What follows belongs to an exercise in optimizing a design on an open flow for small area, a short achievable clock period and few clock cycles per item; a production flow would make more cautious choices. Where RTL was checked, it was by simulation tests only, not by an equivalence proof against the original. For runs 4 and 6, only the layout was checked, not whether the RTL still works. Power is estimated from default activity; no workload was simulated.

## config.mk

```make
export PLATFORM = sky130hd
export DESIGN_NAME = chord_mixer
export DESIGN_NICKNAME = chord_mixer
export VERILOG_FILES = /design/flow/design.v
export SDC_FILE = /design/flow/constraint.sdc
export NUM_CORES = 4
export LEC_CHECK = 0
export ABC_AREA = 1
export CAP_MARGIN = 20
export CORE_MARGIN = 2
export CORE_UTILIZATION = 40
export SETUP_SLACK_MARGIN = 5
export SLEW_MARGIN = 20
```

## constraint.sdc

```tcl
create_clock -name core_clock -period 14.0 [get_ports {clk}]
set_input_delay 2.8000 -clock core_clock [delete_from_list [all_inputs] [get_ports {clk}]]
set_output_delay 2.8000 -clock core_clock [all_outputs]
set_load 0.01 [all_outputs]
```

## design.v

```verilog
module mix_fadd (
    input  wire [30:0] a,
    input  wire [30:0] b,
    output wire [30:0] y
);
    wire [7:0]  ea = a[30:23];
    wire [7:0]  eb = b[30:23];
    wire        inf_in = (&ea) | (&eb);
    wire        na = |ea;
    wire        nb = |eb;
    wire [7:0]  Ea = {ea[7:1], ea[0] | ~na};
    wire [7:0]  Eb = {eb[7:1], eb[0] | ~nb};
    wire [8:0]  dab = {1'b0, Ea} - {1'b0, Eb};
    wire [7:0]  dba = Eb - Ea;
    wire        a_hi = ~dab[8];
    wire [7:0]  d    = a_hi ? dab[7:0] : dba;
    wire [7:0]  e_hi = a_hi ? Ea : Eb;
    wire [23:0] m_hi = a_hi ? {na, a[22:0]} : {nb, b[22:0]};
    wire [23:0] m_lo = a_hi ? {nb, b[22:0]} : {na, a[22:0]};
    wire [4:0]  ds = (|d[7:5]) ? 5'd31 : d[4:0];
    wire [25:0] l0 = {m_lo, 2'b00};
    wire [25:0] l1 = ds[0] ? {1'b0,  l0[25:2],  l0[1]   | l0[0]} : l0;
    wire [25:0] l2 = ds[1] ? {2'b0,  l1[25:3],  |l1[2:0]}        : l1;
    wire [25:0] l3 = ds[2] ? {4'b0,  l2[25:5],  |l2[4:0]}        : l2;
    wire [25:0] l4 = ds[3] ? {8'b0,  l3[25:9],  |l3[8:0]}        : l3;
    wire [25:0] al = ds[4] ? {16'b0, l4[25:17], |l4[16:0]}       : l4;
    wire [23:0] lo = al[25:2];
    wire        G  = al[1];
    wire        S  = al[0];
    wire [23:0] p = m_hi ^ lo;
    wire [23:0] g = m_hi & lo;
    wire        rup_n = G & (S | p[0]);          
    wire        rup_c = p[0] & (G | S | p[1]);   
    wire        cn    = g[0] | (p[0] & rup_n);   
    wire        cc    = g[0] | rup_c;
    wire [23:1] gp, pp;
    mix_prefix u_pre (.g(g[23:1]), .p(p[23:1]), .G(gp), .P(pp));
    wire [24:1] kn = {gp | (pp & {23{cn}}), cn};
    wire [24:1] kc = {gp | (pp & {23{cc}}), cc};
    wire        co = gp[23] | (pp[23] & g[0]);    
    wire [24:0] sn = {kn[24], p[23:1] ^ kn[23:1], p[0] ^ rup_n};
    wire [23:1] sc = p[23:1] ^ kc[23:1];
    wire [7:0]  e_up = e_hi + 8'd1;
    wire [7:0]  field = (co | sn[24]) ? e_up : (sn[23] ? e_hi : 8'd0);
    wire [22:0] man   = co ? sc[23:1] : sn[22:0];
    wire        ov    = (co | sn[24]) & (&e_hi[7:1]);   
    assign y = (inf_in | ov) ? 31'h7F800000 : {field, man};
endmodule
module mix_prefix (
    input  wire [23:1] g,
    input  wire [23:1] p,
    output wire [23:1] G,
    output wire [23:1] P
);
    wire [22:0] gl [0:5];
    wire [22:0] pl [0:5];
    assign gl[0] = g;
    assign pl[0] = p;
    genvar k, i;
    generate
        for (k = 0; k < 5; k = k + 1) begin : gk
            for (i = 0; i < 23; i = i + 1) begin : gi
                if ((i >> k) & 1) begin : gc
                    localparam integer J = ((i >> k) << k) - 1;
                    assign gl[k+1][i] = gl[k][i] | (pl[k][i] & gl[k][J]);
                    assign pl[k+1][i] = pl[k][i] & pl[k][J];
                end else begin : gn
                    assign gl[k+1][i] = gl[k][i];
                    assign pl[k+1][i] = pl[k][i];
                end
            end
        end
    endgenerate
    assign G = gl[5];
    assign P = pl[5];
endmodule
module mix_fdiv (
    input  wire [30:0] x,
    input  wire [1:0]  n,
    output wire [30:0] y
);
    wire [7:0]  ex = x[30:23];
    wire        nx = |ex;
    wire        e1 = (ex[7:1] == 7'd0);         
    wire [23:0] M  = {nx, x[22:0]};
    wire [30:0] h_pre = e1 ? {8'd0, M[23:1]} : {ex - 8'd1, x[22:0]};
    wire        h_rup = e1 & M[0] & M[1];
    wire [1:0]  r;
    wire [22:0] q;
    mix_div3 u_d3 (.m(M), .q(q), .r(r));
    wire        f24 = r[1];             
    wire        f23 = r[0];             
    wire        f22 = r[1];
    wire        nz  = r[1] | r[0];
    wire        top = q[22];            
    wire [8:0]  f0  = {1'b0, ex} - {7'd0, ~top, top};
    wire        normal = ~f0[8] & (|f0[7:0]) & nx;
    wire [22:0] n_man = top ? {q[21:0], f24} : {q[20:0], f24, f23};
    wire        n_g   = top ? f23 : f22;
    wire [22:0] s_man = e1 ? q : {q[21:0], f24};
    wire        s_g   = e1 ? f24 : f23;
    wire [30:0] t_pre = normal ? {f0[7:0], n_man} : {8'd0, s_man};
    wire        t_g   = normal ? n_g : s_g;
    wire        t_rup = t_g & (nz | t_pre[0]);
    wire        pass = n[0] & ~n[1] | (&ex);
    wire [30:0] pre  = pass ? x : (n[1] & ~n[0]) ? h_pre : t_pre;
    wire        rup  = ~pass & ((n[1] & ~n[0]) ? h_rup : t_rup);
    assign y = pre + {30'd0, rup};
endmodule
module mix_div3 (
    input  wire [23:0] m,
    output wire [22:0] q,
    output wire [1:0]  r
);
    function [1:0] add3;                
        input [1:0] a, b;
        begin
            case ({a, b})
                4'b0000, 4'b0110, 4'b1001: add3 = 2'd0;
                4'b0001, 4'b0100, 4'b1010: add3 = 2'd1;
                default:                   add3 = 2'd2;
            endcase
        end
    endfunction
    wire [1:0] s [0:4][0:11];
    genvar t, k;
    generate
        for (t = 0; t < 12; t = t + 1) begin : gp
            wire [1:0] p = m[2*t+1:2*t];
            assign s[0][t] = (p == 2'd3) ? 2'd0 : p;
        end
        for (k = 0; k < 4; k = k + 1) begin : gl
            for (t = 0; t < 12; t = t + 1) begin : gt
                localparam integer P = 11 - t;
                localparam integer Q = ((P >> k) << k) - 1;
                if ((P >> k) & 1)
                    assign s[k+1][t] = add3(s[k][11 - Q], s[k][t]);
                else
                    assign s[k+1][t] = s[k][t];
            end
        end
        for (t = 0; t < 12; t = t + 1) begin : gq
            wire [1:0] rin = (t == 11) ? 2'd0 : s[4][(t == 11) ? 11 : t + 1];
            wire [3:0] v   = {rin, m[2*t+1:2*t]};
            reg  [1:0] qd;
            always @(*) begin
                case (v)
                    4'd0, 4'd1, 4'd2:   qd = 2'd0;
                    4'd3, 4'd4, 4'd5:   qd = 2'd1;
                    4'd6, 4'd7, 4'd8:   qd = 2'd2;
                    default:            qd = 2'd3;
                endcase
            end
            if (t == 11) begin : gtop
                assign q[22] = qd[0];
            end else begin : glow
                assign q[2*t+1:2*t] = qd;
            end
        end
    endgenerate
    assign r = s[4][0];
endmodule
module chord_mixer (
    input  wire        clk,
    input  wire        rst,
    input  wire        in_valid,
    output wire        in_ready,
    input  wire [1:0]  in_n,
    input  wire [31:0] in_s0,
    input  wire [31:0] in_s1,
    input  wire [31:0] in_s2,
    output wire        out_valid,
    input  wire        out_ready,
    output wire [31:0] out_data
);
    reg         busy;        
    reg         more;        
    reg  [1:0]  n;
    reg  [30:0] s0, s1, s2;
    reg         full;        
    reg  [1:0]  na;
    reg  [30:0] acc;
    wire        free  = ~full | out_ready;           
    wire        step  = busy & (more | free);        
    wire        done  = step & (more | n != 2'd3);   
    assign      in_ready = ~busy | done;
    wire        take  = in_valid & in_ready;
    wire [30:0] a = more ? acc : s0;
    wire [30:0] b = more ? s2  : s1;
    wire [30:0] sum;
    wire [30:0] quo;
    mix_fadd u_add (.a(a), .b(b), .y(sum));
    mix_fdiv u_div (.x(acc), .n(na), .y(quo));
    always @(posedge clk) begin
        if (take) begin
            n  <= in_n;
            s0 <= in_s0[30:0];
            s1 <= in_n[1] ? in_s1[30:0] : 31'd0;
            s2 <= in_s2[30:0];
        end
        if (step)
            acc <= sum;
        if (step & ~more)
            na <= n;
        if (rst) begin
            busy <= 1'b0;
            more <= 1'b0;
            full <= 1'b0;
        end else begin
            busy <= take | (busy & ~done);
            more <= step & ~more & (n == 2'd3);
            full <= done | (full & ~out_ready & ~step);
        end
    end
    assign out_valid = full;
    assign out_data  = {1'b0, quo};
endmodule
```

## run.sh

```bash
#!/bin/bash
# synth_recipe.tcl (not shown) runs the flow's synth.tcl, then flattens the netlist and writes it again
# the make line also repeats each setting of config.mk as NAME=value (left out here)
make -C /OpenROAD-flow-scripts/flow DESIGN_CONFIG=/design/flow/config.mk WORK_HOME=/design/flow/orfs CLKGATE_MAP_FILE= SYNTH_SCRIPT=/design/flow/synth_recipe.tcl finish
```

==> results of run 1 <==
==> stage by stage <==
step	hold slack (ns)	util
final	0.458	0.480
after global routing	0.471	0.480
after CTS	0.462	0.464
after detailed placement	0.447	0.446
after global placement	0.434	0.446
after floorplan	0.427	-
==> registers in the layout (all words and copies together) (netlist names) <==
signal and flops:
more 1, busy 1, s1 31, na 2, s0 31, n 2, full 1, acc 31
s2 31
==> critical path: cells and delay by family (launching register included) <==
family	cells	cell delay, ns
flops	1	0.41
buf+inv	6	1.30
xor+xnor	1	0.27
compound gates	2	0.30
simple gates	22	2.61
fa+ha+maj	2	0.50
==> cell families (layout without fill, tap and decap cells) <==
logic type / Yosys count / after routing / share of synthesized area
xor gates and xnor gates: 37 / 37 / 0.0237
muxes: 26 / 26 / 0.0167
DFF: 131 / 131 / 0.251
and+or+nand+nor: 1286 / 1294 / 0.379
buffers and inverters: 405 / 537 / 0.105
AOI/OAI and AO/OA: 386 / 386 / 0.143
adders and majority gates: 98 / 98 / 0.0812
other: 1 / 1 / 0.000241
==> routing by layer <==
metal  vias up  global-route usage  wire length, um
met5         -                   0                0
met4         0              0.0856             2110
met3       118              0.0313             3000
met2       623               0.409            24000
met1      7481               0.308            21900
li1       8158                   -                -
==> repair_timing <==
| action | CTS | global route |
|---|---|---|
| setup buffers | 6 | 38 |
| hold buffers | 0 | 0 |
| cloned | 1 | 11 |
| endpoints found under the setup margin | 44 | 57 |
| pin swaps | 4 | 11 |
| resized for setup | 17 | 68 |
==> worst max path at each step <==
stage	cells past startpoint	endpoint	slack [ns]	start
detailed placement	43	acc[4]	3.54	more
floorplan	4	n[0]	5.83	out_ready
finish	33	out_data[11]	5.40	acc[24]
CTS	33	out_data[12]	5.00	acc[24]
global route	37	out_data[27]	4.97	acc[28]
global placement	43	acc[4]	3.77	more
==> final cells by class <==
type	instances	area (um2)	area share
Inverter	313	1210	0.0653
Tap cell	518	648	0.0350
Clock inverter	13	125	0.00677
Multi-Input combinational cell	1842	10300	0.558
Clock buffer	19	443	0.0240
Sequential cell	131	3910	0.211
Timing Repair inverter	4	28.8	0.00156
Timing Repair Buffer	188	1810	0.0978
==> where the power goes <==
group | switching, mW | internal (mW)
Sequential | 0.0245 | 0.476
Combinational | 1.09 | 0.603
Clock | 0.189 | 0.252
Total | 1.30 | 1.33
==> cell usage in the layout, fill, tap and decap left out, types with 23 or more instances in the layout <==
master           instances
a21oi_1                106
buf_4                   49
clkdlybuf4s50_1        128
edfxtp_1               128
ha_1                    88
inv_1                  274
inv_2                   29
mux2i_1                 26
nand2_1                658
nand2_2                 25
nand3_1                276
nand4_1                 55
nor2_1                 154
o211ai_1                23
o21ai_0                152
o21ai_1                 23
xor2_1                  25
==> flow_summary.json, run 1 <==
{
  "status": "no timing/DRC/antenna violations",
  "critical_path_class": "reg -> out",
  "holdPathEnd": "na[0]",
  "nFillCells": 4050,
  "ff2ff_path_depth": 55,
  "cts.clk_slew.worst_paths_ns": 0.06,
  "die_x_um": 201,
  "tightestPinTransition_ns": 0.973,
  "drv_cap": 0,
  "crit_slowest_cell": "clkdlybuf4s50_1",
  "place_area_mm2": 0.0172,
  "r2r_start": "more",
  "fin_ws_ns": 5.40,
  "rsz0062_at_grt": "yes",
  "peakVddDrop_v": 0.0000973,
  "remaining_drc_errors": 0,
  "wirelength_um": 51100,
  "portBuffers": 131,
  "skew_ns": 0.0140,
  "cts-root-buf": "clkbuf_16",
  "detail_route.wl_per_cell_um": 16.9,
  "gp_congestion": 0.937,
  "synth_top_flop_cell": "edfxtp_1",
  "rows": 72,
  "antenna_found_initial": 0,
  "power_leakage_nw": 8.40,
  "grt_pass1_vias": 14800,
  "first_iter_violations": 1493,
  "grt_max_degree": 94,
  "synth_top_area_share": 0.247,
  "finalSetupViolations": 0,
  "startpoint_type": "flop",
  "die_y_um": 201,
  "async_flop_share": 0,
  "ys_types": 65,
  "dr.pass1.iters": 5,
  "synthCells": 2370,
  "clkLatencyLatePin_ns": 0.44,
  "numCtsBuffers": 17,
  "die_area_mm2": 0.0405,
  "worstHoldStart": "n[0]",
  "worstPathArrival_ns": 5.80,
  "htreeDepth": 4,
  "grt_pass1_wl_um": 77700,
  "gr-total-overflow": 0,
  "ys_seq_area_frac": 0.251,
  "max_stage_delay_ns": 0.55,
  "rrSetupSlack_ns": 5.78,
  "place_inst": 2940,
  "post-route-period-util": 0.614,
  "setup_tns_ns": 0,
  "worst_path_most_repeated_cell": "nand2_1",
  "synth_nets": 2570,
  "synth_edf_count": 128,
  "r2r_end": "acc[27]",
  "start_util": 0.404,
  "p_total_mw": 2.63,
  "synth_common_cells": "nand2_1, inv_1, nand3_1, o21ai_0, nor2_1",
  "ys_warn_count": 3,
  "dp_slack_ns": 3.54,
  "required_ns": 11.20,
  "slew_viol_final": 0,
  "hp-class": "reg -> reg",
  "endpoint_kind": "primary output",
  "crit_path_max_fanout": 7,
  "slew-limit-headroom": 0.351,
  "postLayoutCellArea_mm2": 0.0185,
  "nNetsFinal": 2697,
  "area_delta_synth_final_pct": 18.8,
  "synth.most_common_cell": "nand2_1",
  "vias": 16400,
  "avgSynthCellArea_um2": 6.57,
  "hold_depth": 0,
  "ant_nets": 0,
  "ys_top_cells_by_area": "edfxtp_1, nand2_1, nand3_1",
  "n_antenna_cell": 0,
  "cts_tree": "yes",
  "power_density_mw_per_mm2": 142,
  "core_mm2": 0.0386,
  "cts_sinks": 131,
  "synth_top_area_cell": "edfxtp_1",
  "synth-seq-cells": 131,
  "finalHoldViolCount": 0,
  "drive_above_1_share": 0.113,
  "fmaxAchievable_mhz": 116,
  "io-pin-count": 136,
  "synth_area_mm2": 0.0156,
  "vias_per_cell": 5.41,
  "hpwl_um": 38500,
  "cts_buffer_depth": 2,
  "track_usage": 0.239,
  "post-route-min-period_ns": 8.60,
  "stdcell_count": 3028
}
Testbench counts, summed over its fixed seeds: cycles 21,334, items 16,000.
==> inputs of run 2 (changes only) <==
--- a/design.v
+++ b/design.v
@@ -1,5 +1,5 @@
-module mix_fadd (
+module mix_fadd_a (
     input  wire [30:0] a,
     input  wire [30:0] b,
-    output wire [30:0] y
+    output wire [58:0] f         
 );
@@ -26,5 +26,14 @@
     wire [25:0] al = ds[4] ? {16'b0, l4[25:17], |l4[16:0]}       : l4;
-    wire [23:0] lo = al[25:2];
-    wire        G  = al[1];
-    wire        S  = al[0];
+    assign f = {inf_in, e_hi, m_hi, al};
+endmodule
+module mix_fadd_b (
+    input  wire [58:0] f,
+    output wire [30:0] y
+);
+    wire        inf_in = f[58];
+    wire [7:0]  e_hi   = f[57:50];
+    wire [23:0] m_hi   = f[49:26];
+    wire [23:0] lo     = f[25:2];
+    wire        G      = f[1];
+    wire        S      = f[0];
     wire [23:0] p = m_hi ^ lo;
@@ -42,3 +51,3 @@
     wire [23:1] sc = p[23:1] ^ kc[23:1];
-    wire [7:0]  e_up = e_hi + 8'd1;
+    wire [7:0]  e_up  = e_hi + 8'd1;
     wire [7:0]  field = (co | sn[24]) ? e_up : (sn[23] ? e_hi : 8'd0);
@@ -79,3 +88,4 @@
     input  wire [1:0]  n,
-    output wire [30:0] y
+    output wire [30:0] y,
+    output wire        rup
 );
@@ -105,5 +115,4 @@
     wire        pass = n[0] & ~n[1] | (&ex);
-    wire [30:0] pre  = pass ? x : (n[1] & ~n[0]) ? h_pre : t_pre;
-    wire        rup  = ~pass & ((n[1] & ~n[0]) ? h_rup : t_rup);
-    assign y = pre + {30'd0, rup};
+    assign y   = pass ? x : (n[1] & ~n[0]) ? h_pre : t_pre;
+    assign rup = ~pass & ((n[1] & ~n[0]) ? h_rup : t_rup);
 endmodule
@@ -175,43 +184,61 @@
 );
-    reg         busy;        
-    reg         more;        
-    reg  [1:0]  n;
-    reg  [30:0] s0, s1, s2;
-    reg         full;        
-    reg  [1:0]  na;
-    reg  [30:0] acc;
-    wire        free  = ~full | out_ready;           
-    wire        step  = busy & (more | free);        
-    wire        done  = step & (more | n != 2'd3);   
-    assign      in_ready = ~busy | done;
-    wire        take  = in_valid & in_ready;
-    wire [30:0] a = more ? acc : s0;
-    wire [30:0] b = more ? s2  : s1;
-    wire [30:0] sum;
-    wire [30:0] quo;
-    mix_fadd u_add (.a(a), .b(b), .y(sum));
-    mix_fdiv u_div (.x(acc), .n(na), .y(quo));
+    reg         v0, v1, v2, v3, v4, v5;
+    reg  [1:0]  n0, n1, n2, n3, n4;
+    reg  [30:0] x0, x1, x2;          
+    reg  [58:0] f1;                  
+    reg  [30:0] y1;
+    reg  [30:0] s01;                 
+    reg  [30:0] y2;
+    reg  [58:0] f3;                  
+    reg  [30:0] sum;                 
+    reg  [30:0] pre;                 
+    reg         rup;
+    reg         ov, sv;              
+    reg  [30:0] od, sd;
+    wire        adv = ~sv;           
+    wire [58:0] f1_d, f3_d;
+    wire [30:0] s01_d, sum_d, pre_d;
+    wire        rup_d;
+    mix_fadd_a u_a1 (.a(x0),  .b(x1), .f(f1_d));
+    mix_fadd_b u_b1 (.f(f1),  .y(s01_d));
+    mix_fadd_a u_a2 (.a(s01), .b(y2), .f(f3_d));
+    mix_fadd_b u_b2 (.f(f3),  .y(sum_d));
+    mix_fdiv   u_d  (.x(sum), .n(n4), .y(pre_d), .rup(rup_d));
+    wire [30:0] res = pre + {30'd0, rup};
+    wire        pop = ov & out_ready;
     always @(posedge clk) begin
-        if (take) begin
-            n  <= in_n;
-            s0 <= in_s0[30:0];
-            s1 <= in_n[1] ? in_s1[30:0] : 31'd0;
-            s2 <= in_s2[30:0];
-        end
-        if (step)
-            acc <= sum;
-        if (step & ~more)
-            na <= n;
+        if (adv) begin
+            x0  <= in_s0[30:0];
+            x1  <= in_n[1] ? in_s1[30:0] : 31'd0;
+            x2  <= (in_n == 2'd3) ? in_s2[30:0] : 31'd0;
+            n0  <= in_n;
+            f1  <= f1_d;   y1 <= x2;  n1 <= n0;
+            s01 <= s01_d;  y2 <= y1;  n2 <= n1;
+            f3  <= f3_d;              n3 <= n2;
+            sum <= sum_d;             n4 <= n3;
+            pre <= pre_d;  rup <= rup_d;
+            if (v5 & ov & ~pop)
+                sd <= res;
+            if (v5 & (~ov | pop))
+                od <= res;
+        end else if (pop) begin
+            od <= sd;
+        end
         if (rst) begin
-            busy <= 1'b0;
-            more <= 1'b0;
-            full <= 1'b0;
+            {v0, v1, v2, v3, v4, v5} <= 6'd0;
+            ov <= 1'b0;
+            sv <= 1'b0;
         end else begin
-            busy <= take | (busy & ~done);
-            more <= step & ~more & (n == 2'd3);
-            full <= done | (full & ~out_ready & ~step);
+            if (adv) begin
+                {v0, v1, v2, v3, v4, v5} <= {in_valid, v0, v1, v2, v3, v4};
+                ov <= v5 | (ov & ~pop);
+                sv <= v5 & ov & ~pop;
+            end else if (pop) begin
+                sv <= 1'b0;
+            end
         end
     end
-    assign out_valid = full;
-    assign out_data  = {1'b0, quo};
-endmodule
+    assign in_ready  = adv;
+    assign out_valid = ov;
+    assign out_data  = {1'b0, od};
+endmodule
==> flow_summary.json, run 2 <==
{
  "synth-seq-cells": 447,
  "max_stage_delay_ns": 0.69,
  "nFillCells": 7021,
  "vias": 23000,
  "cts_sinks": 447,
  "nNetsFinal": 3770,
  "gp_congestion": 0.888,
  "drv_cap": 0,
  "die_y_um": 272,
  "synth_area_mm2": 0.0287,
  "area_delta_synth_final_pct": 12.7,
  "ys_seq_area_frac": 0.466,
  "synth_top_area_cell": "edfxtp_1",
  "post-route-min-period_ns": 6.16,
  "core_mm2": 0.0712,
  "post-route-period-util": 0.440,
  "setup_tns_ns": 0,
  "remaining_drc_errors": 0,
  "detail_route.wl_per_cell_um": 15.1,
  "async_flop_share": 0,
  "slew-limit-headroom": 0.321,
  "start_util": 0.402,
  "worstPathArrival_ns": 6.50,
  "synth_top_area_share": 0.460,
  "ys_warn_count": 3,
  "grt_pass1_vias": 21600,
  "synth_common_cells": "nand2_1, edfxtp_1, nand3_1, inv_1, nor2_1",
  "rsz0062_at_grt": "no",
  "drive_above_1_share": 0.0503,
  "cts-root-buf": "clkbuf_16",
  "n_antenna_cell": 0,
  "cts_tree": "yes",
  "crit_slowest_cell": "buf_4",
  "die_x_um": 272,
  "critical_path_class": "reg -> reg",
  "fmaxAchievable_mhz": 162,
  "cts_buffer_depth": 3,
  "hpwl_um": 51100,
  "power_density_mw_per_mm2": 200,
  "dr.pass1.iters": 6,
  "postCtsSetupRepairBufs": 0,
  "grt_max_degree": 155,
  "finalHoldViolCount": 0,
  "vias_per_cell": 5.09,
  "worst-path-buf-inv": 6,
  "synth_edf_count": 439,
  "startpoint_type": "flop",
  "die_area_mm2": 0.0738,
  "final_cell_mix": "nand2_1, edfxtp_1, nand3_1",
  "cts.repair.resized": 0,
  "reg_top3": "f1: 59 flops, f3: 59 flops",
  "tightestPinTransition_ns": 1.02,
  "synth.most_common_cell": "nand2_1",
  "hp-class": "reg -> reg",
  "gr-total-overflow": 0,
  "clkLatencyLatePin_ns": 0.60,
  "htreeDepth": 2,
  "peakVddDrop_v": 0.000169,
  "endpoint_kind": "flop",
  "portBuffers": 131,
  "synthCells": 3452,
  "hold_buffers": 0,
  "slew_viol_final": 0,
  "seq_area_mm2": 0.0133,
  "finalSetupViolations": 0,
  "cts.clk_slew.worst_paths_ns": 0.07,
  "synth_nets": 3698,
  "ys_top_cells_by_area": "edfxtp_1, nand2_1, nand3_1",
  "io-pin-count": 136,
  "numCtsBuffers": 50,
  "whs_ns": 0.408,
  "crit_family": "simple AND/OR/NAND/NOR gates",
  "power_leakage_nw": 14.3,
  "status": "no timing/DRC/antenna violations",
  "synth_top_flop_cell": "edfxtp_1",
  "rows": 98,
  "ant_nets": 0,
  "final_common_cell": "nand2_1",
  "first_iter_violations": 1544,
  "multiInputGateArea_mm2": 0.0133,
  "required_ns": 14.34,
  "wirelength_um": 68300,
  "antenna_found_initial": 0,
  "ys_types": 63,
  "crit_path_max_fanout": 111,
  "worst_path_most_repeated_cell": "nand2_1",
  "avgSynthCellArea_um2": 8.30,
  "skew_ns": 0.0313,
  "track_usage": 0.185,
  "grt_pass1_wl_um": 112000
}
==> run 2: changes by cell type after synthesis, moves of 97 or more <==
cell | before | now
edfxtp_1 | 128 | 439
nand2_1 | 662 | 834
o21ai_0 | 164 | 263
nor2_1 | 161 | 275
inv_1 | 282 | 379
nand3_1 | 277 | 384
==> run 2: path summary, 6_finish.rpt <==
kind	to	startpoint	depth (start not counted)	slack [ns]
worst max-delay path	f3[0]	y2[24]	30	7.84
worst min-delay path	n4[0]	n3[0]	0	0.41
worst max register to register	f3[0]	y2[24]	30	7.84
worst min register to register	n4[0]	n3[0]	0	0.41
==> run 2: layout make-up <==
cell class | instances | area share
sequential | 447 | 0.413
multi-input combinational | 2476 | 0.411
clock buffer | 60 | 0.0399
timing repair buffer | 152 | 0.0459
inverter | 397 | 0.0464
clock inverter | 29 | 0.00709
tap | 950 | 0.0368
==> run 2: cells by family after synthesis <==
logic type / count (synthesis) / share of synthesized area
adder cells (fa/ha/maj): 144 / 0.0658
AND/OR/NAND/NOR: 1673 / 0.254
XOR/XNOR: 106 / 0.0327
flip-flops: 447 / 0.466
buffers and inverters: 529 / 0.0718
AO/OA/AOI/OAI: 551 / 0.110
other: 1 / 0.000131
multiplexers: 1 / 0.000349
==> run 2: metrics by stage <==
stage	std cells	total power, mW	setup slack (ns)	util	cell area, um2
2_1_floorplan	3452	4.46	6.00	-	28700
3_3_place_gp	4422	5.21	7.96	0.432	30800
3_5_place_dp	4422	5.24	7.86	0.432	30800
4_1_cts	4511	6.49	7.86	0.453	32300
5_1_grt	4511	7.08	7.15	0.453	32300
6_report	4511	6.47	7.84	0.453	32300
==> run 2: power by group <==
part	switching [mW]	leakage, nW	total (mW)	internal, mW
logic	2.24	8.59	3.35	1.11
registers	0.159	4.98	1.90	1.74
clock network	0.531	0.735	1.22	0.694
==> run 2: metal layers <==
metal,track usage,vias up,share of wire
li1,-,11900,-
met1,0.232,10600,0.43
met2,0.339,419,0.51
met3,0.0202,85,0.036
met4,0.0434,0,0.020
met5,0,-,0
Testbench counts of run 2, summed over its fixed seeds: cycles 16,056, items 16,000.
==> inputs of run 3 (changes only) <==
==> flow/run.sh (new file) <==
#!/bin/bash
# Own layout flow: the standard synthesis and layout, with the timing
# repair after placement, clock tree synthesis and global routing aiming for
# more setup slack than the flow settings allow. The clock period and all
# constraints stay those of constraint.sdc. Each step's output goes to a log
# of its own in the work folder (ORFS also keeps its per-step logs under orfs/).
set -euo pipefail
MARGIN=${MARGIN:-9}
bash standard.sh synth > synth.log 2>&1
bash standard.sh finish SETUP_SLACK_MARGIN=$MARGIN > layout.log 2>&1
==> standard.sh (new file) <==
#!/bin/bash
# synth_recipe.tcl (not shown) runs the flow's synth.tcl, then flattens the netlist and writes it again
# the make line also repeats each setting of config.mk as NAME=value (left out here)
make -C /OpenROAD-flow-scripts/flow DESIGN_CONFIG=/design/flow/config.mk WORK_HOME=/design/flow/orfs CLKGATE_MAP_FILE= SYNTH_SCRIPT=/design/flow/synth_recipe.tcl "${@:-finish}"
--- a/config.mk
+++ b/config.mk
@@ -11,3 +11,2 @@
 export CORE_UTILIZATION = 40
-export SETUP_SLACK_MARGIN = 5
 export SLEW_MARGIN = 20
removed: run.sh
==> flow_summary.json, run 3 <==
{
  "status": "no timing/DRC/antenna violations",
  "htreeDepth": 2,
  "finalHoldViolCount": 0,
  "worstPathArrival_ns": 5.27,
  "grt_pass1_vias": 21900,
  "peakVddDrop_v": 0.000136,
  "cts_buffer_depth": 3,
  "worst_path_most_repeated_cell": "nand2_1",
  "post-route-min-period_ns": 4.93,
  "dr.pass1.iters": 8,
  "cts_tree": "yes",
  "core_mm2": 0.0712,
  "area_delta_synth_final_pct": 15.0,
  "rsz0062_at_grt": "yes",
  "io-pin-count": 136,
  "rows": 98,
  "grt_pass1_wl_um": 114000,
  "endpoint_kind": "flop",
  "cts.clk_slew.worst_paths_ns": 0.06,
  "ys_warn_count": 3,
  "synth_nets": 3698,
  "crit_family": "simple AND/OR/NAND/NOR gates",
  "antenna_found_initial": 0,
  "pwr-share-clk": 0.195,
  "worst-path-buf-inv": 3,
  "synth_edf_count": 439,
  "setup_tns_ns": 0,
  "crit_slowest_cell": "a21oi_2",
  "track_usage": 0.190,
  "drive_above_1_share": 0.0640,
  "skew_ns": 0.0231,
  "synth_area_mm2": 0.0287,
  "wirelength_um": 72100,
  "remaining_drc_errors": 0,
  "numCtsBuffers": 49,
  "power_density_mw_per_mm2": 203,
  "hpwl_um": 51300,
  "post-route-util": 0.463,
  "first_iter_violations": 1733,
  "ys_top_cells_by_area": "edfxtp_1, nand2_1, nand3_1",
  "cts-root-buf": "clkbuf_16",
  "cell_internal_pwr_mw": 3.69,
  "portBuffers": 131,
  "tightestPinTransition_ns": 1.00,
  "startpoint_type": "flop",
  "avgSynthCellArea_um2": 8.30,
  "reg_top3": "f1: 59 flops, f3: 59 flops",
  "slew_viol_final": 0,
  "start_util": 0.402,
  "drv_cap": 0,
  "gp_congestion": 0.886,
  "vias_per_cell": 5.16,
  "critical_path_class": "reg -> reg",
  "power_leakage_nw": 14.6,
  "synthCells": 3452,
  "die_x_um": 272,
  "die_area_mm2": 0.0738,
  "synth_top_area_cell": "edfxtp_1",
  "detail_route.wl_per_cell_um": 15.9,
  "grt_max_degree": 124,
  "fmaxAchievable_mhz": 203,
  "final_common_cell": "nand2_1",
  "crit_path_max_fanout": 61,
  "p_sw_frac": 0.450,
  "async_flop_share": 0,
  "synth.most_common_cell": "nand2_1",
  "synth_common_cells": "nand2_1, edfxtp_1, nand3_1, inv_1, nor2_1",
  "slew-limit-headroom": 0.332,
  "ys_seq_area_frac": 0.466,
  "required_ns": 14.34,
  "clkLatencyLatePin_ns": 0.59,
  "final_cell_mix": "nand2_1, edfxtp_1, nand3_1",
  "cp.depth": 27,
  "nNetsFinal": 3804,
  "die_y_um": 272,
  "seqPwrFrac": 0.284,
  "hold_depth": 0,
  "finalSetupViolations": 0,
  "p_sw_mw": 3.02,
  "synth_top_area_share": 0.460,
  "p_comb_frac": 0.521,
  "post-route-period-util": 0.352,
  "vias": 23500,
  "ys_types": 63,
  "n_antenna_cell": 0,
  "gr-total-overflow": 0,
  "max_stage_delay_ns": 0.60,
  "synth-seq-cells": 447,
  "ff2ff_path_depth": 27,
  "synth_top_flop_cell": "edfxtp_1",
  "cts_sinks": 447,
  "hp-class": "reg -> reg",
  "nFillCells": 6912,
  "ant_nets": 0
}
-- run 3: cell counts after synthesis --
No cell type changed its count.
-- run 3: layout make-up --
type | count | area [um2] | share of cell area
clock inverters | 24 | 258 | 0.00782
clock buffers | 65 | 1360 | 0.0412
repair buffers | 178 | 1810 | 0.0550
multi-input cells | 2485 | 13500 | 0.409
flip-flops and latches | 447 | 13300 | 0.405
well taps | 950 | 1190 | 0.0361
inverters | 397 | 1520 | 0.0460
-- run 3: worst register-to-register path, stage by stage, from the launching register on --
cell      delay (ns)
edfxtp_1        0.49
nor2_1          0.16
nand2_1         0.12
o21ai_2         0.21
inv_1           0.07
ha_1            0.24
fa_1            0.46
inv_1           0.09
nand3_1         0.09
nand2_1         0.09
nand2_1         0.06
nand2_2         0.15
buf_16          0.24
nand3b_1        0.17
nand2_1         0.10
nand2_1         0.17
a21oi_2         0.60
nand4_1         0.22
nand3_1         0.21
nand3_1         0.13
nand3_1         0.17
nand2_1         0.07
nor2_1          0.09
nand2_1         0.06
nor2_1          0.08
nand2_1         0.05
nand2_1         0.05
nand2_1         0.06
-- run 3: logic make-up after synthesis --
family          synth area share
buf+inv                   0.0718
xor+xnor                  0.0327
other cells             0.000131
compound gates             0.110
simple gates               0.254
fa+ha+maj                 0.0658
mux                     0.000349
flops                      0.466
-- run 3: layer usage --
metal  global-route usage  part of all wire  up-vias
met5                    0                 0        -
met4               0.0493             0.024        0
met3               0.0224             0.047      111
met2                0.347              0.51      609
met1                0.236              0.42    10800
li1                     -                 -    12000
-- run 3: worst paths after layout --
path         slack [ns]  endpoint  startpoint
min                0.42    y1[24]      x2[24]
max reg2reg        9.07     f1[0]      x0[25]
min reg2reg        0.42    y1[24]      x2[24]
max                9.07     f1[0]      x0[25]
-- run 3: power groups by stage --
stage / Sequential (mW) / Clock [mW] / Combinational [mW]
4_1_cts: 1.91 / 1.34 / 3.35
3_3_place_gp: 1.93 / 0 / 3.28
3_5_place_dp: 1.94 / 0 / 3.30
6_report: 1.90 / 1.31 / 3.49
2_1_floorplan: 1.85 / 0 / 2.61
5_1_grt: 1.93 / 1.39 / 3.98
-- run 3: metrics by stage --
step	total power, mW	instances	instance area, um2	worst slack, ns	hold WS [ns]
floorplan	4.46	3452	28700	9.14	0.400
global placement	5.22	4423	30800	8.05	0.402
detailed placement	5.24	4423	30800	8.05	0.405
CTS	6.61	4519	32600	8.93	0.417
global route	7.30	4546	33000	8.72	0.420
finish	6.70	4546	33000	9.07	0.415
-- run 3: what timing repair did --
item                                    CTS  global route
hold buffers                              0             0
gates cloned                              5             8
gates resized for setup                  17            31
pin swaps                                 4             9
endpoints found under the setup margin   52            76
buffers inserted                          2            18
==> inputs of run 4 (changes only) <==
--- a/design.v
+++ b/design.v
@@ -1,13 +1,12 @@
-module mix_fadd_a (
-    input  wire [30:0] a,
-    input  wire [30:0] b,
-    output wire [58:0] f         
-);
-    wire [7:0]  ea = a[30:23];
-    wire [7:0]  eb = b[30:23];
-    wire        inf_in = (&ea) | (&eb);
-    wire        na = |ea;
-    wire        nb = |eb;
-    wire [7:0]  Ea = {ea[7:1], ea[0] | ~na};
-    wire [7:0]  Eb = {eb[7:1], eb[0] | ~nb};
+module mix_fadd_e (
+    input  wire [7:0] e,
+    output wire [7:0] E
+);
+    assign E = {e[7:1], e[0] | ~(|e)};
+endmodule
+module mix_fadd_o (
+    input  wire [7:0]  Ea,
+    input  wire [7:0]  Eb,
+    output wire [13:0] o
+);
     wire [8:0]  dab = {1'b0, Ea} - {1'b0, Eb};
@@ -16,6 +15,19 @@
     wire [7:0]  d    = a_hi ? dab[7:0] : dba;
-    wire [7:0]  e_hi = a_hi ? Ea : Eb;
+    wire [4:0]  ds   = (|d[7:5]) ? 5'd31 : d[4:0];
+    assign o = {a_hi, ds, a_hi ? Ea : Eb};
+endmodule
+module mix_fadd_a (
+    input  wire [30:0] a,
+    input  wire [30:0] b,
+    input  wire [13:0] o,
+    output wire [58:0] f         
+);
+    wire        a_hi = o[13];
+    wire [4:0]  ds   = o[12:8];
+    wire [7:0]  e_hi = o[7:0];
+    wire        inf_in = (&a[30:23]) | (&b[30:23]);
+    wire        na = |a[30:23];
+    wire        nb = |b[30:23];
     wire [23:0] m_hi = a_hi ? {na, a[22:0]} : {nb, b[22:0]};
     wire [23:0] m_lo = a_hi ? {nb, b[22:0]} : {na, a[22:0]};
-    wire [4:0]  ds = (|d[7:5]) ? 5'd31 : d[4:0];
     wire [25:0] l0 = {m_lo, 2'b00};
@@ -30,3 +42,4 @@
     input  wire [58:0] f,
-    output wire [30:0] y
+    output wire [30:0] y,
+    output wire        up
 );
@@ -51,6 +64,7 @@
     wire [23:1] sc = p[23:1] ^ kc[23:1];
+    assign      up    = co | sn[24];
     wire [7:0]  e_up  = e_hi + 8'd1;
-    wire [7:0]  field = (co | sn[24]) ? e_up : (sn[23] ? e_hi : 8'd0);
+    wire [7:0]  field = up ? e_up : (sn[23] ? e_hi : 8'd0);
     wire [22:0] man   = co ? sc[23:1] : sn[22:0];
-    wire        ov    = (co | sn[24]) & (&e_hi[7:1]);   
+    wire        ov    = up & (&e_hi[7:1]);         
     assign y = (inf_in | ov) ? 31'h7F800000 : {field, man};
@@ -95,3 +109,5 @@
     wire [23:0] M  = {nx, x[22:0]};
-    wire [30:0] h_pre = e1 ? {8'd0, M[23:1]} : {ex - 8'd1, x[22:0]};
+    wire [7:0]  ex1 = ex - 8'd1;
+    wire [7:0]  ex2 = ex - 8'd2;
+    wire [30:0] h_pre = e1 ? {8'd0, M[23:1]} : {ex1, x[22:0]};
     wire        h_rup = e1 & M[0] & M[1];
@@ -104,12 +120,14 @@
     wire        nz  = r[1] | r[0];
-    wire        top = q[22];            
-    wire [8:0]  f0  = {1'b0, ex} - {7'd0, ~top, top};
-    wire        normal = ~f0[8] & (|f0[7:0]) & nx;
-    wire [22:0] n_man = top ? {q[21:0], f24} : {q[20:0], f24, f23};
-    wire        n_g   = top ? f23 : f22;
-    wire [22:0] s_man = e1 ? q : {q[21:0], f24};
-    wire        s_g   = e1 ? f24 : f23;
-    wire [30:0] t_pre = normal ? {f0[7:0], n_man} : {8'd0, s_man};
-    wire        t_g   = normal ? n_g : s_g;
-    wire        t_rup = t_g & (nz | t_pre[0]);
+    wire        top = q[22];
+    wire        nrm1 = ~e1;                         
+    wire        nrm0 = ~e1 & (ex != 8'd2);          
+    wire        normal = top ? nrm1 : nrm0;
+    wire [22:0] al0 = q;
+    wire [22:0] al1 = {q[21:0], f24};
+    wire [22:0] al2 = {q[20:0], f24, f23};
+    wire [22:0] t_man = normal ? (top ? al1 : al2) : (e1 ? al0 : al1);
+    wire        t_g   = normal ? (top ? f23 : f22) : (e1 ? f24 : f23);
+    wire [7:0]  t_exp = normal ? (top ? ex1 : ex2) : 8'd0;
+    wire [30:0] t_pre = {t_exp, t_man};
+    wire        t_rup = t_g & (nz | t_man[0]);
     wire        pass = n[0] & ~n[1] | (&ex);
@@ -187,2 +205,3 @@
     reg  [30:0] x0, x1, x2;          
+    reg  [13:0] o1;
     reg  [58:0] f1;                  
@@ -190,2 +209,3 @@
     reg  [30:0] s01;                 
+    reg  [13:0] o2;
     reg  [30:0] y2;
@@ -197,13 +217,32 @@
     reg  [30:0] od, sd;
+    reg         rdy;                 
     wire        adv = ~sv;           
-    wire [58:0] f1_d, f3_d;
-    wire [30:0] s01_d, sum_d, pre_d;
+    wire [7:0]  E0, E1, Ey, Eh, Eh1;
+    wire [13:0] o1_n2, o2_up, o2_eq;
+    mix_fadd_e u_e0 (.e(in_s0[30:23]), .E(E0));
+    mix_fadd_e u_e1 (.e(in_s1[30:23]), .E(E1));
+    mix_fadd_o u_o1 (.Ea(E0), .Eb(E1), .o(o1_n2));
+    wire [13:0] o1_d = in_n[1] ? o1_n2 : {1'b1, 5'd31, E0};
+    wire [58:0] f1_d;
+    wire [30:0] s01_d;
+    wire        up1;
+    mix_fadd_a u_a1 (.a(x0), .b(x1), .o(o1), .f(f1_d));
+    mix_fadd_b u_b1 (.f(f1), .y(s01_d), .up(up1));
+    assign Eh  = f1[57:50];
+    assign Eh1 = Eh + 8'd1;
+    mix_fadd_e u_ey (.e(y1[30:23]), .E(Ey));
+    mix_fadd_o u_o2 (.Ea(Eh1), .Eb(Ey), .o(o2_up));
+    mix_fadd_o u_o3 (.Ea(Eh),  .Eb(Ey), .o(o2_eq));
+    wire [13:0] o2_d = up1 ? o2_up : o2_eq;
+    wire [58:0] f3_d;
+    wire [30:0] sum_d;
+    wire        up2;
+    mix_fadd_a u_a2 (.a(s01), .b(y2), .o(o2), .f(f3_d));
+    mix_fadd_b u_b2 (.f(f3), .y(sum_d), .up(up2));
+    wire [30:0] pre_d;
     wire        rup_d;
-    mix_fadd_a u_a1 (.a(x0),  .b(x1), .f(f1_d));
-    mix_fadd_b u_b1 (.f(f1),  .y(s01_d));
-    mix_fadd_a u_a2 (.a(s01), .b(y2), .f(f3_d));
-    mix_fadd_b u_b2 (.f(f3),  .y(sum_d));
-    mix_fdiv   u_d  (.x(sum), .n(n4), .y(pre_d), .rup(rup_d));
+    mix_fdiv    u_d  (.x(sum), .n(n4), .y(pre_d), .rup(rup_d));
     wire [30:0] res = pre + {30'd0, rup};
     wire        pop = ov & out_ready;
+    wire        sv_d = adv ? (v5 & ov & ~pop) : (sv & ~pop);
     always @(posedge clk) begin
@@ -213,5 +252,6 @@
             x2  <= (in_n == 2'd3) ? in_s2[30:0] : 31'd0;
+            o1  <= o1_d;
             n0  <= in_n;
             f1  <= f1_d;   y1 <= x2;  n1 <= n0;
-            s01 <= s01_d;  y2 <= y1;  n2 <= n1;
+            s01 <= s01_d;  o2 <= o2_d;  y2 <= y1;  n2 <= n1;
             f3  <= f3_d;              n3 <= n2;
@@ -228,4 +268,5 @@
             {v0, v1, v2, v3, v4, v5} <= 6'd0;
-            ov <= 1'b0;
-            sv <= 1'b0;
+            ov  <= 1'b0;
+            sv  <= 1'b0;
+            rdy <= 1'b1;
         end else begin
@@ -234,9 +275,8 @@
                 ov <= v5 | (ov & ~pop);
-                sv <= v5 & ov & ~pop;
-            end else if (pop) begin
-                sv <= 1'b0;
-            end
+            end
+            sv  <= sv_d;
+            rdy <= ~sv_d;
         end
     end
-    assign in_ready  = adv;
+    assign in_ready  = rdy;
     assign out_valid = ov;
--- a/flow/run.sh
+++ b/flow/run.sh
@@ -7,3 +7,3 @@
 set -euo pipefail
-MARGIN=${MARGIN:-9}
+MARGIN=${MARGIN:-9.5}
 bash standard.sh synth > synth.log 2>&1
==> flow_summary.json, run 4 <==
{
  "track_usage": 0.173,
  "drive_above_1_share": 0.0802,
  "antenna_found_initial": 2,
  "synth_top_area_cell": "edfxtp_1",
  "die_y_um": 279,
  "area_delta_synth_final_pct": 14.0,
  "nFillCells": 7246,
  "cts.clk_slew.worst_paths_ns": 0.07,
  "grt_max_degree": 113,
  "rows": 100,
  "slew-limit-headroom": 0.296,
  "clkLatencyLatePin_ns": 0.61,
  "nNetsFinal": 3940,
  "post-route-min-period_ns": 5.05,
  "ys_types": 66,
  "power_density_mw_per_mm2": 171,
  "cts-root-buf": "clkbuf_16",
  "hold_depth": 0,
  "fmaxAchievable_mhz": 198,
  "n_antenna_cell": 0,
  "tightestPinTransition_ns": 1.06,
  "crit_start": "in_s0[27]",
  "required_ns": 14.33,
  "vias_per_cell": 5.01,
  "cts_sinks": 476,
  "finalSetupViolations": 0,
  "gr-total-overflow": 0,
  "seq_area_mm2": 0.0142,
  "critical_path_class": "in -> reg",
  "cts_tree": "yes",
  "synthCells": 3566,
  "ys_top_cells_by_area": "edfxtp_1, nand2_1, o21ai_0",
  "io-pin-count": 136,
  "remaining_drc_errors": 0,
  "final_cell_mix": "nand2_1, edfxtp_1, o21ai_0",
  "worstPathArrival_ns": 5.38,
  "hpwl_um": 51500,
  "status": "no timing/DRC/antenna violations",
  "post-route-util": 0.463,
  "start_util": 0.406,
  "startpoint_type": "input pin",
  "reg_top3": "f1: 59 flops, f3: 59 flops",
  "vias": 23500,
  "rrSetupSlack_ns": 9.87,
  "multiInputGateArea_mm2": 0.0141,
  "setup_tns_ns": 0,
  "synth_edf_count": 467,
  "worstHoldStart": "x2[19]",
  "synth_top_area_share": 0.462,
  "endpoint_kind": "flop",
  "wirelength_um": 68700,
  "holdPathEnd": "y1[19]",
  "drv_cap": 0,
  "synth_nets": 3832,
  "synth.most_common_cell": "nand2_1",
  "peakVddDrop_v": 0.000132,
  "synth_area_mm2": 0.0303,
  "ant_nets": 0,
  "portBuffers": 131,
  "core_mm2": 0.0747,
  "crit_path_max_fanout": 7,
  "gp_congestion": 0.894,
  "skew_ns": 0.0447,
  "rsz0062_at_grt": "yes",
  "cts_buffer_depth": 3,
  "grt_pass1_vias": 21900,
  "power_leakage_nw": 15.3,
  "post-route-period-util": 0.361,
  "synth-seq-cells": 476,
  "die_x_um": 279,
  "avgSynthCellArea_um2": 8.51,
  "htreeDepth": 2,
  "first_iter_violations": 1496,
  "dr.pass1.iters": 6,
  "ys_seq_area_frac": 0.468,
  "async_flop_share": 0,
  "die_area_mm2": 0.0781,
  "ff2ff_path_depth": 18,
  "synth_common_cells": "nand2_1, edfxtp_1, o21ai_0, inv_1, nor2_1",
  "r2r_end": "o2[11]",
  "numCtsBuffers": 52,
  "detail_route.wl_per_cell_um": 14.7,
  "final_common_cell": "nand2_1",
  "whs_ns": 0.396,
  "hp-class": "reg -> reg",
  "synth_top_flop_cell": "edfxtp_1",
  "finalHoldViolCount": 0,
  "ys_warn_count": 3,
  "r2r_start": "y1[26]",
  "grt_pass1_wl_um": 112000,
  "hold_buffers": 0,
  "slew_viol_final": 0
}
run 4: cell count changes in the layout (fill, tap and decap cells not counted), moves of 21 or more:
cell,change
nand2_1,+99
mux2i_1,+33
edfxtp_1,+28
nand3_1,-232
o21ai_0,+135
a21oi_2,+21
nand4_1,-36
run 4: what timing repair did:
item | in CTS | in global routing
gates resized for setup | 93 | 16
setup endpoints to repair | 19 | 21
gates cloned | 0 | 0
pin swaps | 17 | 6
setup buffers | 18 | 9
endpoints found under the hold margin | 0 | 0
run 4: per-stage QoR:
| stage | power, mW | std cells | area, um2 | worst slack, ns |
|---|---|---|---|---|
| global route | 6.42 | 4686 | 34600 | 8.85 |
| detailed placement | 4.52 | 4562 | 32500 | 7.48 |
| finish | 5.93 | 4686 | 34600 | 8.95 |
| floorplan | 3.90 | 3566 | 30400 | 8.61 |
| CTS | 5.97 | 4677 | 34500 | 8.93 |
| global placement | 4.51 | 4562 | 32500 | 7.48 |
run 4: layer usage:
layer	share of wire	wire, um	GRT usage
met1	0.45	30600	0.224
met3	0.034	2350	0.0218
met5	0.00033	23	0
met4	0.018	1260	0.0403
met2	0.50	34400	0.308
run 4: power by group:
part           switching [mW]  internal (mW)  total [mW]
clock network           0.570          0.841        1.41
logic                    1.66          0.866        2.53
registers               0.167           1.82        1.99
run 4: worst max-delay path, cell delays in order:
cell and delay (ns):
buf_4 0.13, nor4_2 0.28, nor2_1 0.10, ha_2 0.20
fa_2 0.42, o21ai_4 0.18, nand2_2 0.09, nand2_4 0.12
mux2_4 0.33, xnor2_2 0.13, nor2_1 0.09, nand2_1 0.09
nor3_4 0.30, nand2_1 0.10
run 4: worst max-delay path by stage:
| stage | endpoint | slack, ns |
|---|---|---|
| finish | o1[8] | 8.95 |
| global route | o1[10] | 8.85 |
| CTS | o1[8] | 8.93 |
| detailed placement | o1[9] | 7.48 |
| global placement | o1[9] | 7.48 |
| floorplan | o1[10] | 8.61 |
run 4: kinds of logic (layout without fill, tap and decap cells):
kind of cell,Yosys count,count (layout),share of synthesized area
and+or+nand+nor,1521,1521,0.211
AOI/OAI and AO/OA,700,700,0.131
buffers and inverters,544,695,0.0709
DFF,476,476,0.468
adders and majority gates,164,164,0.0706
xor gates and xnor gates,122,122,0.0352
muxes,38,38,0.0126
other,1,1,0.000124
run 4: area by class of cell:
type | instances | share of cell area
Timing Repair Buffer | 181 | 0.0490
Tap cell | 969 | 0.0350
Inverter | 417 | 0.0461
Clock inverter | 40 | 0.0128
Sequential cell | 476 | 0.411
Clock buffer | 57 | 0.0388
Multi-Input combinational cell | 2546 | 0.408
==> inputs of run 5 (changes only) <==
--- a/design.v
+++ b/design.v
@@ -39,2 +39,32 @@
     assign f = {inf_in, e_hi, m_hi, al};
+endmodule
+module mix_fadd_a3 (
+    input  wire [30:0] a,
+    input  wire [30:0] b,
+    input  wire [13:0] o,
+    output wire [60:0] g
+);
+    wire        a_hi = o[13];
+    wire [4:0]  ds   = o[12:8];
+    wire [7:0]  e_hi = o[7:0];
+    wire        inf_in = (&a[30:23]) | (&b[30:23]);
+    wire        na = |a[30:23];
+    wire        nb = |b[30:23];
+    wire [23:0] m_hi = a_hi ? {na, a[22:0]} : {nb, b[22:0]};
+    wire [23:0] m_lo = a_hi ? {nb, b[22:0]} : {na, a[22:0]};
+    wire [25:0] l0 = {m_lo, 2'b00};
+    wire [25:0] l3 = ds[2] ? {4'b0,  l0[25:5],  |l0[4:0]}        : l0;
+    wire [25:0] l4 = ds[3] ? {8'b0,  l3[25:9],  |l3[8:0]}        : l3;
+    wire [25:0] al = ds[4] ? {16'b0, l4[25:17], |l4[16:0]}       : l4;
+    assign g = {ds[1:0], inf_in, e_hi, m_hi, al};
+endmodule
+module mix_fadd_s (
+    input  wire [60:0] g,
+    output wire [58:0] f
+);
+    wire [1:0]  ds = g[60:59];
+    wire [25:0] l0 = g[25:0];
+    wire [25:0] l1 = ds[0] ? {1'b0,  l0[25:2],  l0[1]   | l0[0]} : l0;
+    wire [25:0] al = ds[1] ? {2'b0,  l1[25:3],  |l1[2:0]}        : l1;
+    assign f = {g[58:26], al};
 endmodule
@@ -205,4 +235,3 @@
     reg  [30:0] x0, x1, x2;          
-    reg  [13:0] o1;
-    reg  [58:0] f1;                  
+    reg  [60:0] f1;                  
     reg  [30:0] y1;
@@ -220,12 +249,13 @@
     wire [7:0]  E0, E1, Ey, Eh, Eh1;
-    wire [13:0] o1_n2, o2_up, o2_eq;
-    mix_fadd_e u_e0 (.e(in_s0[30:23]), .E(E0));
-    mix_fadd_e u_e1 (.e(in_s1[30:23]), .E(E1));
-    mix_fadd_o u_o1 (.Ea(E0), .Eb(E1), .o(o1_n2));
-    wire [13:0] o1_d = in_n[1] ? o1_n2 : {1'b1, 5'd31, E0};
-    wire [58:0] f1_d;
+    wire [13:0] o1, o2_up, o2_eq;
+    wire [60:0] f1_d;
+    wire [58:0] f1s;
     wire [30:0] s01_d;
     wire        up1;
-    mix_fadd_a u_a1 (.a(x0), .b(x1), .o(o1), .f(f1_d));
-    mix_fadd_b u_b1 (.f(f1), .y(s01_d), .up(up1));
+    mix_fadd_e  u_e0 (.e(x0[30:23]), .E(E0));
+    mix_fadd_e  u_e1 (.e(x1[30:23]), .E(E1));
+    mix_fadd_o  u_o1 (.Ea(E0), .Eb(E1), .o(o1));
+    mix_fadd_a3 u_a1 (.a(x0), .b(x1), .o(o1), .g(f1_d));
+    mix_fadd_s  u_s1 (.g(f1), .f(f1s));
+    mix_fadd_b  u_b1 (.f(f1s), .y(s01_d), .up(up1));
     assign Eh  = f1[57:50];
@@ -252,3 +282,2 @@
             x2  <= (in_n == 2'd3) ? in_s2[30:0] : 31'd0;
-            o1  <= o1_d;
             n0  <= in_n;
==> flow_summary.json, run 5 <==
{
  "skew_ns": 0.0293,
  "ant_nets": 0,
  "synthCells": 3656,
  "slew_viol_final": 0,
  "finalHoldViolCount": 0,
  "drive_above_1_share": 0.0694,
  "die_x_um": 279,
  "final_common_cell": "nand2_1",
  "worstPathArrival_ns": 4.72,
  "endpoint_kind": "flop",
  "first_iter_violations": 1523,
  "tightestPinTransition_ns": 0.966,
  "gp_congestion": 0.886,
  "die_area_mm2": 0.0777,
  "peakVddDrop_v": 0.000147,
  "post-route-period-util": 0.312,
  "setup_tns_ns": 0,
  "cts_tree": "yes",
  "hp-class": "reg -> reg",
  "startpoint_type": "flop",
  "synth_area_mm2": 0.0302,
  "synth.most_common_cell": "nand2_1",
  "cts_sinks": 464,
  "cts-root-buf": "clkbuf_16",
  "power_density_mw_per_mm2": 193,
  "synth_top_area_share": 0.452,
  "fmaxAchievable_mhz": 229,
  "grt_max_degree": 122,
  "dr.pass1.iters": 8,
  "gr-total-overflow": 0,
  "avgSynthCellArea_um2": 8.26,
  "required_ns": 14.35,
  "ys_top_cells_by_area": "edfxtp_1, nand2_1, ha_1",
  "slew-limit-headroom": 0.356,
  "cts.clk_slew.worst_paths_ns": 0.06,
  "clkLatencyLatePin_ns": 0.61,
  "ys_seq_area_frac": 0.458,
  "die_y_um": 279,
  "area_delta_synth_final_pct": 14.7,
  "portBuffers": 131,
  "grt_pass1_vias": 22800,
  "reg_top3": "f1: 61 flops, f3: 59 flops",
  "largest-register": "f1",
  "start_util": 0.405,
  "wirelength_um": 72600,
  "hold_depth": 0,
  "hold_buffers": 0,
  "cts_buffer_depth": 3,
  "synth_top_flop_cell": "edfxtp_1",
  "numCtsBuffers": 53,
  "ff2ff_path_depth": 22,
  "antenna_found_initial": 0,
  "drv_cap": 0,
  "n_antenna_cell": 0,
  "htreeDepth": 2,
  "async_flop_share": 0,
  "nNetsFinal": 4024,
  "final_cell_mix": "nand2_1, edfxtp_1, inv_1",
  "crit_path_max_fanout": 24,
  "synth_edf_count": 455,
  "p_total_mw": 6.70,
  "vias": 24100,
  "rows": 100,
  "core_mm2": 0.0746,
  "track_usage": 0.184,
  "ys_types": 67,
  "synth-seq-cells": 464,
  "hpwl_um": 52300,
  "nFillCells": 7299,
  "synth_nets": 3921,
  "rrSetupSlack_ns": 9.63,
  "remaining_drc_errors": 0,
  "detail_route.wl_per_cell_um": 15.2,
  "rsz0062_at_grt": "yes",
  "critical_path_class": "reg -> reg",
  "grt_pass1_wl_um": 117000,
  "synth_top_area_cell": "edfxtp_1",
  "power_leakage_nw": 15.5,
  "io-pin-count": 136,
  "status": "no timing/DRC/antenna violations",
  "largest_reg_flops": 61,
  "vias_per_cell": 5.06,
  "post-route-min-period_ns": 4.37,
  "finalSetupViolations": 0,
  "synth_common_cells": "nand2_1, edfxtp_1, inv_1, o21ai_0, nor2_1",
  "ys_warn_count": 3
}
run 5: cell count changes in the layout (fill, tap and decap cells not counted), moves of 12 or more:
cell,change
nor2_1,+27
a21oi_1,+30
inv_1,+36
nor3_1,+16
o21ai_1,-14
edfxtp_1,-12
o21ai_0,-24
nand3_1,+56
nand4_1,+13
clkdlybuf4s50_1,+16
run 5: path summary, 6_finish.rpt:
path / startpoint / end
max: x0[27] / f1[0]
min: x2[9] / y1[9]
max reg2reg: x0[27] / f1[0]
min reg2reg: x2[9] / y1[9]
run 5: layout make-up:
cell class                      instances  area (um2)  area share
Clock buffer                           64        1450      0.0419
Timing Repair Buffer                  177        1700      0.0490
Inverter                              448        1710      0.0495
Sequential cell                       464       13800       0.400
Clock inverter                         34         388      0.0112
Tap cell                              969        1210      0.0350
Multi-Input combinational cell       2615       14300       0.414
run 5: critical path: stages, from the launching register on:
cell      delay [ns]
edfxtp_1        0.45
nor2_1          0.13
nand2_1         0.09
o21ai_2         0.22
inv_1           0.07
ha_1            0.23
fa_1            0.41
inv_1           0.10
nand3_1         0.09
nand2_1         0.09
nand4_1         0.12
buf_4           0.19
nand2_8         0.10
mux2i_4         0.61
nand3b_4        0.41
nand3_1         0.31
nand2_1         0.08
nor2_1          0.10
nand2_1         0.07
nor2_1          0.09
nand2_1         0.05
nand2_1         0.05
nand2_1         0.05
run 5: through the flow:
| step | instance area (um2) | setup slack [ns] | utilization | instances | hold slack (ns) |
|---|---|---|---|---|---|
| 2_1_floorplan | 30200 | 9.51 | - | 3656 | 0.400 |
| 3_3_place_gp | 32300 | 8.39 | 0.434 | 4641 | 0.401 |
| 3_5_place_dp | 32300 | 8.32 | 0.434 | 4641 | 0.405 |
| 4_1_cts | 34400 | 9.38 | 0.461 | 4753 | 0.415 |
| 5_1_grt | 34600 | 9.28 | 0.464 | 4771 | 0.421 |
| 6_report | 34600 | 9.63 | 0.464 | 4771 | 0.415 |
run 5: kinds of logic (layout without fill, tap and decap cells):
| group | Yosys count | count (layout) | share of synthesized area |
|---|---|---|---|
| AO/OA/AOI/OAI | 677 | 677 | 0.126 |
| XOR/XNOR | 110 | 110 | 0.0319 |
| adder cells (fa/ha/maj) | 163 | 163 | 0.0705 |
| buffers and inverters | 585 | 723 | 0.0750 |
| flip-flops | 464 | 464 | 0.458 |
| multiplexers | 35 | 36 | 0.0120 |
| other | 1 | 1 | 0.000124 |
| AND/OR/NAND/NOR | 1621 | 1628 | 0.226 |
run 5: what timing repair did:
action | CTS | global route
cloned | 6 | 2
setup endpoints to repair | 81 | 85
resized for setup | 14 | 30
buffers inserted | 8 | 16
pin swaps | 4 | 5
run 5: per-layer routing:
| layer | share of wire | track usage | up-vias |
|---|---|---|---|
| met5 | 0 | 0 | - |
| met4 | 0.035 | 0.0653 | 0 |
| met3 | 0.035 | 0.0225 | 138 |
| met2 | 0.50 | 0.332 | 483 |
| met1 | 0.43 | 0.226 | 11000 |
| li1 | - | - | 12500 |
run 5: where the power goes:
group	internal (mW)	switching, mW
clock	0.870	0.573
sequential	1.85	0.183
combinational	1.08	2.14
Testbench counts of run 5, summed over its fixed seeds: cycles 16,056, items 16,000.
==> inputs of run 6 (changes only) <==
--- a/design.v
+++ b/design.v
@@ -238,5 +238,4 @@
     reg  [30:0] s01;                 
-    reg  [13:0] o2;
     reg  [30:0] y2;
-    reg  [58:0] f3;                  
+    reg  [60:0] f3;                  
     reg  [30:0] sum;                 
@@ -248,4 +247,4 @@
     wire        adv = ~sv;           
-    wire [7:0]  E0, E1, Ey, Eh, Eh1;
-    wire [13:0] o1, o2_up, o2_eq;
+    wire [7:0]  E0, E1, E2, E3;
+    wire [13:0] o1, o2;
     wire [60:0] f1_d;
@@ -260,13 +259,12 @@
     mix_fadd_b  u_b1 (.f(f1s), .y(s01_d), .up(up1));
-    assign Eh  = f1[57:50];
-    assign Eh1 = Eh + 8'd1;
-    mix_fadd_e u_ey (.e(y1[30:23]), .E(Ey));
-    mix_fadd_o u_o2 (.Ea(Eh1), .Eb(Ey), .o(o2_up));
-    mix_fadd_o u_o3 (.Ea(Eh),  .Eb(Ey), .o(o2_eq));
-    wire [13:0] o2_d = up1 ? o2_up : o2_eq;
-    wire [58:0] f3_d;
+    wire [60:0] f3_d;
+    wire [58:0] f3s;
     wire [30:0] sum_d;
     wire        up2;
-    mix_fadd_a u_a2 (.a(s01), .b(y2), .o(o2), .f(f3_d));
-    mix_fadd_b u_b2 (.f(f3), .y(sum_d), .up(up2));
+    mix_fadd_e  u_e2 (.e(s01[30:23]), .E(E2));
+    mix_fadd_e  u_e3 (.e(y2[30:23]),  .E(E3));
+    mix_fadd_o  u_o2 (.Ea(E2), .Eb(E3), .o(o2));
+    mix_fadd_a3 u_a2 (.a(s01), .b(y2), .o(o2), .g(f3_d));
+    mix_fadd_s  u_s2 (.g(f3), .f(f3s));
+    mix_fadd_b  u_b2 (.f(f3s), .y(sum_d), .up(up2));
     wire [30:0] pre_d;
@@ -284,3 +282,3 @@
             f1  <= f1_d;   y1 <= x2;  n1 <= n0;
-            s01 <= s01_d;  o2 <= o2_d;  y2 <= y1;  n2 <= n1;
+            s01 <= s01_d;  y2 <= y1;  n2 <= n1;
             f3  <= f3_d;              n3 <= n2;
==> flow_summary.json, run 6 <==
{
  "status": "no timing/DRC/antenna violations",
  "place_inst": 4620,
  "area_delta_synth_final_pct": 16.0,
  "rows": 99,
  "synth_nets": 3883,
  "grt_max_degree": 91,
  "rsz0062_at_grt": "yes",
  "crit_slowest_cell": "clkdlybuf4s50_1",
  "async_flop_share": 0,
  "detail_route.wl_per_cell_um": 15.3,
  "required_ns": 11.20,
  "synth-xor-area-share": 0.0284,
  "synthAdderAreaFrac": 0.0636,
  "worstPathArrival_ns": 1.58,
  "fmaxAchievable_mhz": 228,
  "ys_types": 64,
  "startpoint_type": "flop",
  "post-route-period-util": 0.313,
  "power_leakage_nw": 15.6,
  "ys_top_cells_by_area": "edfxtp_1, nand2_1, ha_1",
  "synth_area_mm2": 0.0293,
  "crit_family": "buffers and inverters",
  "grt_pass1_wl_um": 116000,
  "cp_cell_sequence": "clkdlybuf4s50_1",
  "antenna_found_initial": 0,
  "slew-limit-headroom": 0.360,
  "gr-total-overflow": 0,
  "first_iter_violations": 1944,
  "remaining_drc_errors": 0,
  "die_y_um": 275,
  "peakVddDrop_v": 0.000142,
  "numCtsBuffers": 51,
  "wirelength_um": 72800,
  "synthCells": 3638,
  "grt_pass1_vias": 22200,
  "cts_buffer_depth": 3,
  "endpoint_kind": "primary output",
  "worstHoldStart": "y1[4]",
  "post-route-min-period_ns": 4.38,
  "max_stage_delay_ns": 0.56,
  "setup_tns_ns": 0,
  "hp-class": "reg -> reg",
  "r2r_start": "f3[59]",
  "vias_per_cell": 5.08,
  "ys_seq_area_frac": 0.460,
  "slew_viol_final": 0,
  "drv_cap": 0,
  "worst-path-buf-inv": 1,
  "synth_edf_count": 443,
  "stdcell_count": 4771,
  "n_antenna_cell": 0,
  "synth_common_cells": "nand2_1, edfxtp_1, inv_1, nor2_1, o21ai_0",
  "synth.most_common_cell": "nand2_1",
  "cts_sinks": 452,
  "power_density_mw_per_mm2": 216,
  "cts_tree": "yes",
  "vias": 24200,
  "crit_path_max_fanout": 5,
  "htreeDepth": 2,
  "postLayoutCellArea_mm2": 0.0340,
  "synth_top_flop_cell": "edfxtp_1",
  "synth_top_family_by_area": "simple AND/OR/NAND/NOR gates",
  "critical_path_class": "reg -> out",
  "hpwl_um": 51400,
  "place_area_mm2": 0.0314,
  "gp_congestion": 0.876,
  "synth_top_area_cell": "edfxtp_1",
  "io-pin-count": 136,
  "hold_buffers": 0,
  "die_x_um": 275,
  "cts.clk_slew.worst_paths_ns": 0.06,
  "track_usage": 0.190,
  "ant_nets": 0,
  "finalHoldViolCount": 0,
  "dr.pass1.iters": 8,
  "core_mm2": 0.0727,
  "finalSetupViolations": 0,
  "avgSynthCellArea_um2": 8.06,
  "final_common_cell": "nand2_1",
  "post-route-util": 0.468,
  "ys_warn_count": 3,
  "ff2ff_path_depth": 17,
  "portBuffers": 131,
  "skew_ns": 0.0441,
  "rrSetupSlack_ns": 9.87,
  "synth_top_area_share": 0.454,
  "r2r_end": "sum[29]",
  "holdPathEnd": "y2[4]",
  "start_util": 0.403,
  "reg_top3": "f1: 61 flops, f3: 61 flops",
  "die_area_mm2": 0.0755,
  "nNetsFinal": 4017,
  "hold_depth": 0,
  "synth-seq-cells": 452,
  "synthMuxAreaShare": 0.00819,
  "clkLatencyLatePin_ns": 0.62,
  "synth_simple_gate_area_frac": 0.244,
  "cts-root-buf": "clkbuf_16",
  "drive_above_1_share": 0.0687,
  "tightestPinTransition_ns": 0.957,
  "final_cell_mix": "nand2_1, edfxtp_1, inv_1",
  "synth_compound_area_frac": 0.115
}
-- run 6: cell count changes after synthesis, moves of 15 or more --
cell	change
clkbuf_1	-16
o21ai_0	-67
a21oi_2	-21
o21ai_1	+24
nand2_1	+58
ha_1	-18
nor2_1	+17
nand4_1	-32
o211ai_1	-15
nand3_1	+70
-- run 6: metrics by stage --
| step | total power, mW | setup slack, ns | hold slack (ns) |
|---|---|---|---|
| CTS | 7.21 | 9.46 | 0.415 |
| global placement | 5.73 | 8.02 | 0.403 |
| finish | 7.35 | 9.62 | 0.414 |
| global route | 8.02 | 9.48 | 0.420 |
| floorplan | 4.89 | 9.51 | 0.400 |
| detailed placement | 5.77 | 8.07 | 0.405 |
-- run 6: worst reg2reg max path: stages, from the launching register on --
cell	delay, ns
edfxtp_1	0.39
buf_12	0.22
nor2_1	0.09
a21oi_1	0.22
o21ai_0	0.12
ha_1	0.38
a21oi_1	0.28
nor2_1	0.07
nor2_1	0.12
o21bai_1	0.13
a221oi_1	0.56
nand2_2	0.25
nand2_2	0.18
o2111ai_4	0.21
nand2_2	0.19
nand2_8	0.15
inv_2	0.17
nand3_1	0.10
-- run 6: what timing repair did --
| item | CTS | global route |
|---|---|---|
| cloned | 7 | 7 |
| setup buffers | 10 | 34 |
| pin swaps | 6 | 13 |
| resized for setup | 40 | 43 |
| hold endpoints to repair | 0 | 0 |
| endpoints found under the setup margin | 121 | 122 |
-- run 6: area by class of cell --
class | instances | area, um2
inverter | 466 | 1790
tap | 959 | 1200
multi-input combinational | 2595 | 13800
fill | 7087 | 38700
timing repair inverter | 2 | 12.5
timing repair buffer | 204 | 2100
sequential | 452 | 13500
clock inverter | 34 | 289
clock buffer | 59 | 1310
-- run 6: per-layer routing --
metal,track usage,up-vias,routed length (um)
met3,0.0212,112,3430
met5,0,-,0
met2,0.323,611,34700
met1,0.255,11100,33000
li1,-,12400,-
met4,0.0529,0,1670
-- run 6: logic make-up after synthesis --
kind of cell	after synthesis
AOI/OAI and AO/OA	611
xor gates and xnor gates	95
adders and majority gates	143
buffers and inverters	597
DFF	452
muxes	24
other	1
and+or+nand+nor	1715
-- run 6: how the worst max path moves through the flow --
stage	startpoint	end	depth (start not counted)
global placement	y2[24]	f3[0]	27
floorplan	out_ready	sd[0]	1
global route	sum[24]	pre[0]	26
finish	ov	out_valid	1
CTS	s01[27]	f3[0]	28
detailed placement	s01[24]	f3[0]	26
-- run 6: report_power, final --
| part | leakage [nW] | switching (mW) | internal, mW |
|---|---|---|---|
| clock network | 0.772 | 0.554 | 0.727 |
| registers | 5.01 | 0.174 | 1.82 |
| logic | 9.86 | 2.71 | 1.37 |
| total | 15.6 | 3.43 | 3.91 |

Check on run 6: ideal ports give 9.615 ns setup slack; a clkbuf_16 on the clock port and buf_2 on the inputs give 9.556 ns; moving port delays by the midpoint clock arrival (0.653 ns) as well gives 9.248 ns.
